Context: an optimization exercise on an open-source flow, tuned for small area. The choices shown serve that exercise and are no tape-out recipe.
In this exercise RTL edits were held to simulation tests only and were not proved equivalent to the original.

==> inputs of v13 <==
==> flow/design.v <==
module rc_core (
    input  wire        clk,
    input  wire        rst,
    input  wire [15:0] TB,
    input  wire        CH_IN,
    input  wire        ADC_DONE,
    input  wire [9:0]  ADC_DATA,
    output wire        PWM_OUT,
    output wire        DIR_FWD,
    output wire        DIR_REV,
    output wire        IND_A,
    output wire        IND_B,
    output wire        ADC_START
);
    localparam [1:0] IDLE = 2'd0, WAIT = 2'd1, LAST = 2'd2, EVAL = 2'd3;
    function automatic [15:0] sub16(input [15:0] a, input [15:0] b);
        integer i;
        reg c;
        begin
            c = 1'b1;
            for (i = 0; i < 16; i = i + 1) begin
                sub16[i] = a[i] ^ ~b[i] ^ c;
                c = (a[i] & ~b[i]) | (a[i] & c) | (~b[i] & c);
            end
        end
    endfunction
    function automatic lt10(input [9:0] a, input [9:0] b, input cin);
        integer i;
        reg c;
        begin
            c = cin;
            for (i = 0; i < 10; i = i + 1)
                c = (~a[i] & b[i]) | (~a[i] & c) | (b[i] & c);
            lt10 = c;
        end
    endfunction
    function automatic [12:0] add13(input [12:0] a, input [9:0] b);
        integer i;
        reg c;
        reg bi;
        begin
            c = 1'b0;
            for (i = 0; i < 13; i = i + 1) begin
                bi = (i < 10) ? b[i] : 1'b0;
                add13[i] = a[i] ^ bi ^ c;
                c = (a[i] & bi) | (a[i] & c) | (bi & c);
            end
        end
    endfunction
    function automatic [8:0] add9k(input [8:0] x, input cin);
        integer i;
        reg c;
        reg [8:0] k;
        begin
            k = 9'd476;
            c = cin;
            for (i = 0; i < 9; i = i + 1) begin
                add9k[i] = x[i] ^ k[i] ^ c;
                c = (x[i] & k[i]) | (x[i] & c) | (k[i] & c);
            end
        end
    endfunction
    reg [2:0]  phase;           
    reg        prev_level;
    reg [15:0] pulse_start;     
    reg [9:0]  cmd_mag;         
    reg        cmd_rev;         
    reg [15:0] t_valid;         
    reg        sig_lost;
    reg        pwm_pend;        
    reg [1:0]  dir_pend;        
    reg        pwm_out;
    reg [1:0]  dir_out;
    reg [1:0]  bat_state;
    reg [15:0] last_trigger;
    reg [12:0] acc_sum;         
    reg [2:0]  acc_cnt;
    reg        adc_pend;        
    reg        adc_start;
    reg [1:0]  bat_level;
    reg        blink_phase;
    wire p1 = !phase[2] && !phase[0];
    wire p2 = !phase[1] &&  phase[0];
    wire p3 =  phase[1] &&  phase[0];
    wire [15:0] dur       = sub16(TB, pulse_start);
    wire        dur_valid = (dur >= 16'd800) && (dur <= 16'd2200);
    wire        vfall     = prev_level && !CH_IN && dur_valid;
    wire       map_rev = (dur[11:0] < 12'd1450);
    wire       map_fwd = (dur[11:0] > 12'd1550);
    wire       map_sat = map_rev ? (dur[11:0] < 12'd989) : !map_fwd;
    wire       map_zero = map_fwd && (dur[11:0] > 12'd2011);
    wire [8:0] map_v   = add9k(~dur[8:0], map_rev);
    wire [9:0] map_mag = map_sat ? 10'h3ff : map_zero ? 10'h000 : {map_v, !map_rev};
    wire [15:0] since_valid = sub16(TB, t_valid);
    wire        gated       = (bat_level == 2'd0) || sig_lost;
    wire        mag_full    = &cmd_mag;
    wire        pwm_cmp     = lt10(TB[9:0], cmd_mag, mag_full);
    wire [1:0]  cmd_dir     = {cmd_rev, !cmd_rev && !mag_full};
    wire [15:0] since_trigger = sub16(TB, last_trigger);
    wire [1:0]  classify      = (acc_sum >= 13'd4800 ? 2'd1 : 2'd0) +
                                (acc_sum >= 13'd5600 ? 2'd1 : 2'd0) +
                                (acc_sum >= 13'd6400 ? 2'd1 : 2'd0);
    always @(posedge clk) begin
        if (rst)
            phase <= 3'b000;
        else
            phase <= {phase[1], phase[0], !phase[2] && !phase[1]};
    end
    always @(posedge clk) begin
        if (p1) begin
            if (!prev_level)
                pulse_start <= TB;
            if (vfall) begin
                cmd_mag <= map_mag;
                cmd_rev <= map_rev;
                t_valid <= pulse_start;
            end
        end
        if (p1 && bat_state == IDLE) begin
            acc_sum <= 13'd0;
            acc_cnt <= 3'd0;
        end else if (p1 && bat_state == WAIT && ADC_DONE) begin
            acc_sum <= add13(acc_sum, ADC_DATA);
            acc_cnt <= acc_cnt + 3'd1;
        end
    end
    always @(posedge clk) begin
        if (rst) begin
            prev_level   <= 1'b0;
            sig_lost     <= 1'b1;
            pwm_out      <= 1'b1;
            dir_out      <= 2'b00;
            bat_state    <= IDLE;
            last_trigger <= 16'd0;
            adc_start    <= 1'b0;
            bat_level    <= 2'd0;
            blink_phase  <= 1'b0;
        end else begin
            if (p1) begin
                prev_level <= CH_IN;
                sig_lost   <= !vfall && (sig_lost || (since_valid >= 16'd50000));
                case (bat_state)
                    IDLE: if (since_trigger >= 16'd50000) begin
                        last_trigger <= TB;
                        bat_state    <= WAIT;
                    end
                    WAIT: if (ADC_DONE) begin
                        if (acc_cnt == 3'd7)
                            bat_state <= LAST;
                        else
                            last_trigger <= TB;
                    end else if (since_trigger >= 16'd20000) begin
                        bat_state <= IDLE;
                    end
                    LAST: bat_state <= EVAL;
                    default: ;
                endcase
            end
            if (p2) begin
                pwm_out <= pwm_pend;
                dir_out <= dir_pend;
            end
            if (p3) begin
                adc_start <= adc_pend;
                if (bat_state == EVAL) begin
                    bat_level   <= classify;
                    blink_phase <= !blink_phase;
                    bat_state   <= IDLE;
                end
            end
        end
    end
    always @(posedge clk) begin
        pwm_pend <= gated || pwm_cmp;
        if (gated)
            dir_pend <= 2'b00;
        else if (cmd_mag != 10'd0)
            dir_pend <= cmd_dir;
        else
            dir_pend <= dir_out;
    end
    always @(posedge clk) begin
        if (p1)
            adc_pend <= (bat_state == IDLE && since_trigger >= 16'd50000) ||
                        (bat_state == WAIT && ADC_DONE && acc_cnt != 3'd7);
    end
    assign PWM_OUT   = pwm_out;
    assign DIR_FWD   = dir_out[0];
    assign DIR_REV   = dir_out[1];
    assign ADC_START = adc_start;
    assign IND_A = (bat_level == 2'd0) ? blink_phase :
                   (bat_level == 2'd1) ? 1'b1 : 1'b0;
    assign IND_B = (bat_level == 2'd2) ? 1'b1 :
                   (bat_level == 2'd3) ? blink_phase : 1'b0;
endmodule
==> flow/run.sh <==
#!/bin/bash
# synth_recipe.tcl (not shown) runs the flow's synth.tcl, then flattens the netlist and writes it again
# the make line also repeats each setting of config.mk as NAME=value (left out here)
make -C /OpenROAD-flow-scripts/flow DESIGN_CONFIG=/design/flow/config.mk WORK_HOME=/design/flow/orfs CLKGATE_MAP_FILE= SYNTH_SCRIPT=/design/flow/synth_recipe.tcl finish
==> flow/config.mk <==
export PLATFORM = sky130hd
export DESIGN_NAME = rc_core
export DESIGN_NICKNAME = rc_core
export VERILOG_FILES = /design/flow/design.v
export SDC_FILE = /design/flow/constraint.sdc
export NUM_CORES = 4
export LEC_CHECK = 0
export CAP_MARGIN = 0
export CORE_MARGIN = 2
export CORE_UTILIZATION = 40
export CTS_BUF_LIST = sky130_fd_sc_hd__clkbuf_8
export CTS_CLUSTER_DIAMETER = 100
export CTS_CLUSTER_SIZE = 10
export SLEW_MARGIN = 0
==> flow/constraint.sdc <==
create_clock -name core_clock -period 10.0 [get_ports {clk}]
set_input_delay 2.0000 -clock core_clock [delete_from_list [all_inputs] [get_ports {clk}]]
set_output_delay 2.0000 -clock core_clock [all_outputs]
set_load 0.01 [all_outputs]
==> v21: changes against v13 <==
==> flow/design.v (replaced) <==
module rc_core (
    input  wire        clk,
    input  wire        rst,
    input  wire [15:0] TB,
    input  wire        CH_IN,
    input  wire        ADC_DONE,
    input  wire [9:0]  ADC_DATA,
    output wire        PWM_OUT,
    output wire        DIR_FWD,
    output wire        DIR_REV,
    output wire        IND_A,
    output wire        IND_B,
    output wire        ADC_START
);
    localparam [1:0] IDLE = 2'd0, WAIT = 2'd1, LAST = 2'd2, EVAL = 2'd3;
    reg [2:0]  phase;           
    reg        prev_level;
    reg [15:0] pulse_start;     
    reg [9:0]  cmd_mag;         
    reg [1:0]  cmd_dir;
    reg [15:0] t_valid;         
    reg        sig_lost;
    reg        pwm_pend;        
    reg [1:0]  dir_pend;        
    reg        pwm_out;
    reg [1:0]  dir_out;
    reg [1:0]  bat_state;
    reg [15:0] last_trigger;
    reg [12:0] acc_sum;         
    reg [2:0]  acc_cnt;
    reg        adc_pend;        
    reg        adc_start;
    reg [1:0]  bat_level;
    reg        blink_phase;
    function automatic [15:0] sub16(input [15:0] a, input [15:0] b);
        integer i;
        reg c;
        begin
            c = 1'b1;
            for (i = 0; i < 16; i = i + 1) begin
                sub16[i] = a[i] ^ ~b[i] ^ c;
                c = (a[i] & ~b[i]) | (a[i] & c) | (~b[i] & c);
            end
        end
    endfunction
    function automatic lt10(input [9:0] a, input [9:0] b);
        integer i;
        reg c;
        begin
            c = 1'b0;
            for (i = 0; i < 10; i = i + 1)
                c = (~a[i] & b[i]) | (~a[i] & c) | (b[i] & c);
            lt10 = c;
        end
    endfunction
    function automatic [12:0] add13(input [12:0] a, input [9:0] b);
        integer i;
        reg c;
        reg bi;
        begin
            c = 1'b0;
            for (i = 0; i < 13; i = i + 1) begin
                bi = (i < 10) ? b[i] : 1'b0;
                add13[i] = a[i] ^ bi ^ c;
                c = (a[i] & bi) | (a[i] & c) | (bi & c);
            end
        end
    endfunction
    wire p1 = (phase == 3'd0);
    wire p2 = (phase == 3'd1);
    wire p3 = (phase == 3'd2);
    wire [15:0] dur       = sub16(TB, pulse_start);
    wire        dur_valid = (dur >= 16'd800) && (dur <= 16'd2200);
    wire        vfall     = prev_level && !CH_IN && dur_valid;
    reg  [9:0] map_mag;
    reg  [1:0] map_dir;
    wire [8:0] rev_v = 9'd476 - dur[8:0];
    wire [8:0] fwd_v = 9'd475 - dur[8:0];
    always @* begin
        if (dur[11:0] < 12'd1450) begin
            map_dir = 2'b10;
            map_mag = (dur[11:0] < 12'd989) ? 10'h3ff : {rev_v, 1'b0};
        end else if (dur[11:0] > 12'd1550) begin
            map_dir = 2'b01;
            map_mag = (dur[11:0] > 12'd2011) ? 10'h000 : {fwd_v, 1'b1};
        end else begin
            map_dir = 2'b00;
            map_mag = 10'h3ff;
        end
    end
    wire [15:0] since_valid = sub16(TB, t_valid);
    wire        gated       = (bat_level == 2'd0) || sig_lost;
    wire        pwm_cmp     = lt10(TB[9:0], cmd_mag) || (cmd_mag == 10'h3ff);
    wire [15:0] since_trigger = sub16(TB, last_trigger);
    wire [1:0]  classify      = (acc_sum >= 13'd4800 ? 2'd1 : 2'd0) +
                                (acc_sum >= 13'd5600 ? 2'd1 : 2'd0) +
                                (acc_sum >= 13'd6400 ? 2'd1 : 2'd0);
    always @(posedge clk) begin
        if (rst)
            phase <= 3'd0;
        else
            phase <= (phase == 3'd4) ? 3'd0 : phase + 3'd1;
    end
    always @(posedge clk) begin
        if (p1) begin
            if (!prev_level)
                pulse_start <= TB;
            if (vfall) begin
                cmd_mag <= map_mag;
                cmd_dir <= map_dir;
                t_valid <= pulse_start;
            end
            pwm_pend <= gated || pwm_cmp;
            if (gated)
                dir_pend <= 2'b00;
            else if (cmd_mag != 10'd0)
                dir_pend <= cmd_dir;
            else
                dir_pend <= dir_out;
        end
        if (p1 && bat_state == IDLE) begin
            acc_sum <= 13'd0;
            acc_cnt <= 3'd0;
        end else if (p1 && bat_state == WAIT && ADC_DONE) begin
            acc_sum <= add13(acc_sum, ADC_DATA);
            acc_cnt <= acc_cnt + 3'd1;
        end
    end
    always @(posedge clk) begin
        if (rst) begin
            prev_level   <= 1'b0;
            sig_lost     <= 1'b1;
            pwm_out      <= 1'b1;
            dir_out      <= 2'b00;
            bat_state    <= IDLE;
            last_trigger <= 16'd0;
            adc_pend     <= 1'b0;
            adc_start    <= 1'b0;
            bat_level    <= 2'd0;
            blink_phase  <= 1'b0;
        end else begin
            if (p1) begin
                prev_level <= CH_IN;
                sig_lost   <= !vfall && (sig_lost || (since_valid >= 16'd50000));
                adc_pend   <= 1'b0;
                case (bat_state)
                    IDLE: if (since_trigger >= 16'd50000) begin
                        adc_pend     <= 1'b1;
                        last_trigger <= TB;
                        bat_state    <= WAIT;
                    end
                    WAIT: if (ADC_DONE) begin
                        if (acc_cnt == 3'd7) begin
                            bat_state <= LAST;
                        end else begin
                            adc_pend     <= 1'b1;
                            last_trigger <= TB;
                        end
                    end else if (since_trigger >= 16'd20000) begin
                        bat_state <= IDLE;
                    end
                    LAST: bat_state <= EVAL;
                    default: ;
                endcase
            end
            if (p2) begin
                pwm_out <= pwm_pend;
                dir_out <= dir_pend;
            end
            if (p3) begin
                adc_start <= adc_pend;
                if (bat_state == EVAL) begin
                    bat_level   <= classify;
                    blink_phase <= !blink_phase;
                    bat_state   <= IDLE;
                end
            end
        end
    end
    assign PWM_OUT   = pwm_out;
    assign DIR_FWD   = dir_out[0];
    assign DIR_REV   = dir_out[1];
    assign ADC_START = adc_start;
    assign IND_A = (bat_level == 2'd0) ? blink_phase :
                   (bat_level == 2'd1) ? 1'b1 : 1'b0;
    assign IND_B = (bat_level == 2'd2) ? 1'b1 :
                   (bat_level == 2'd3) ? blink_phase : 1'b0;
endmodule
Settings changed: CAP_MARGIN 0 to 20, CTS_BUF_LIST sky130_fd_sc_hd__clkbuf_8 to default, CTS_CLUSTER_DIAMETER 100 to default, CTS_CLUSTER_SIZE 10 to default, SLEW_MARGIN 0 to 20.
==> summary of the runs <==
- Against v21, the first-iteration DRC count of v13 is smaller by 23%.
- In v21 the critical path depth is higher than in v13, by 1.
- Against v13, the clock skew of v21 is lower by 0.0032 ns.
- In v21 the non-clock buffer count is higher than in v13, by 1.
- Worst setup slack: v13 is worse than v21 (0.20 ns).
==> figures <==
| item | v21 | v13 |
|---|---|---|
| Syn Std Cell Area | 5580 sq um | 5270 sq um |
| Fin area | 6430 sq um | 6040 sq um |
| Result of the run | complete, no violations | complete, no violations |
| Via total after detailed routing | 3701 | 3412 |
| Non-filler cells, final | 736 | 685 |
| Post-DP HPWL | 8520 um | 7740 um |
| Endpoint, Worst Hold | t_valid[11] | phase[0] |
| Routed WL | 11100 um | 10300 um |
| Tap Count | 180 | 172 |
| Area occupied by multi-input gates | 2850 sq um | 2660 sq um |
| Instance area at placement | 6140 sq um | 5860 sq um |

==> what the ideal ports hide <==
How much do the figures lean on ideal ports? The routed layouts below were timed once more, with nothing changed but the port constraints.
Step 1 (the two cells are an assumption about what drives the block):
set clk [get_ports {clk}]
set_driving_cell -lib_cell sky130_fd_sc_hd__clkbuf_16 $clk
set_driving_cell -lib_cell sky130_fd_sc_hd__buf_2 [delete_from_list [all_inputs] $clk]
Step 2 moves the port delays by t, midway between the first and last clock arrival at a register: inputs arrive t later, outputs are due t later. That takes back most of the time a late clock gives input paths.
a / b / c = ideal / step 1 / step 2; a / b = the first two.
run	shift t [ns]	slack for setup (ns)	hold WS [ns]	worst setup path at the end
v13	0.400	0.874 / 0.885 / 0.485	0.415 / 0.415 / 0.415	input to register
v21	0.380	1.069 / 1.088 / 0.708	0.447 / 0.447 / 0.447	input to register
After both steps every run listed still meets setup and hold. For v13, which loses most, drivers alone change the setup slack by +0.011 ns; drivers and shift together by -0.389 ns.
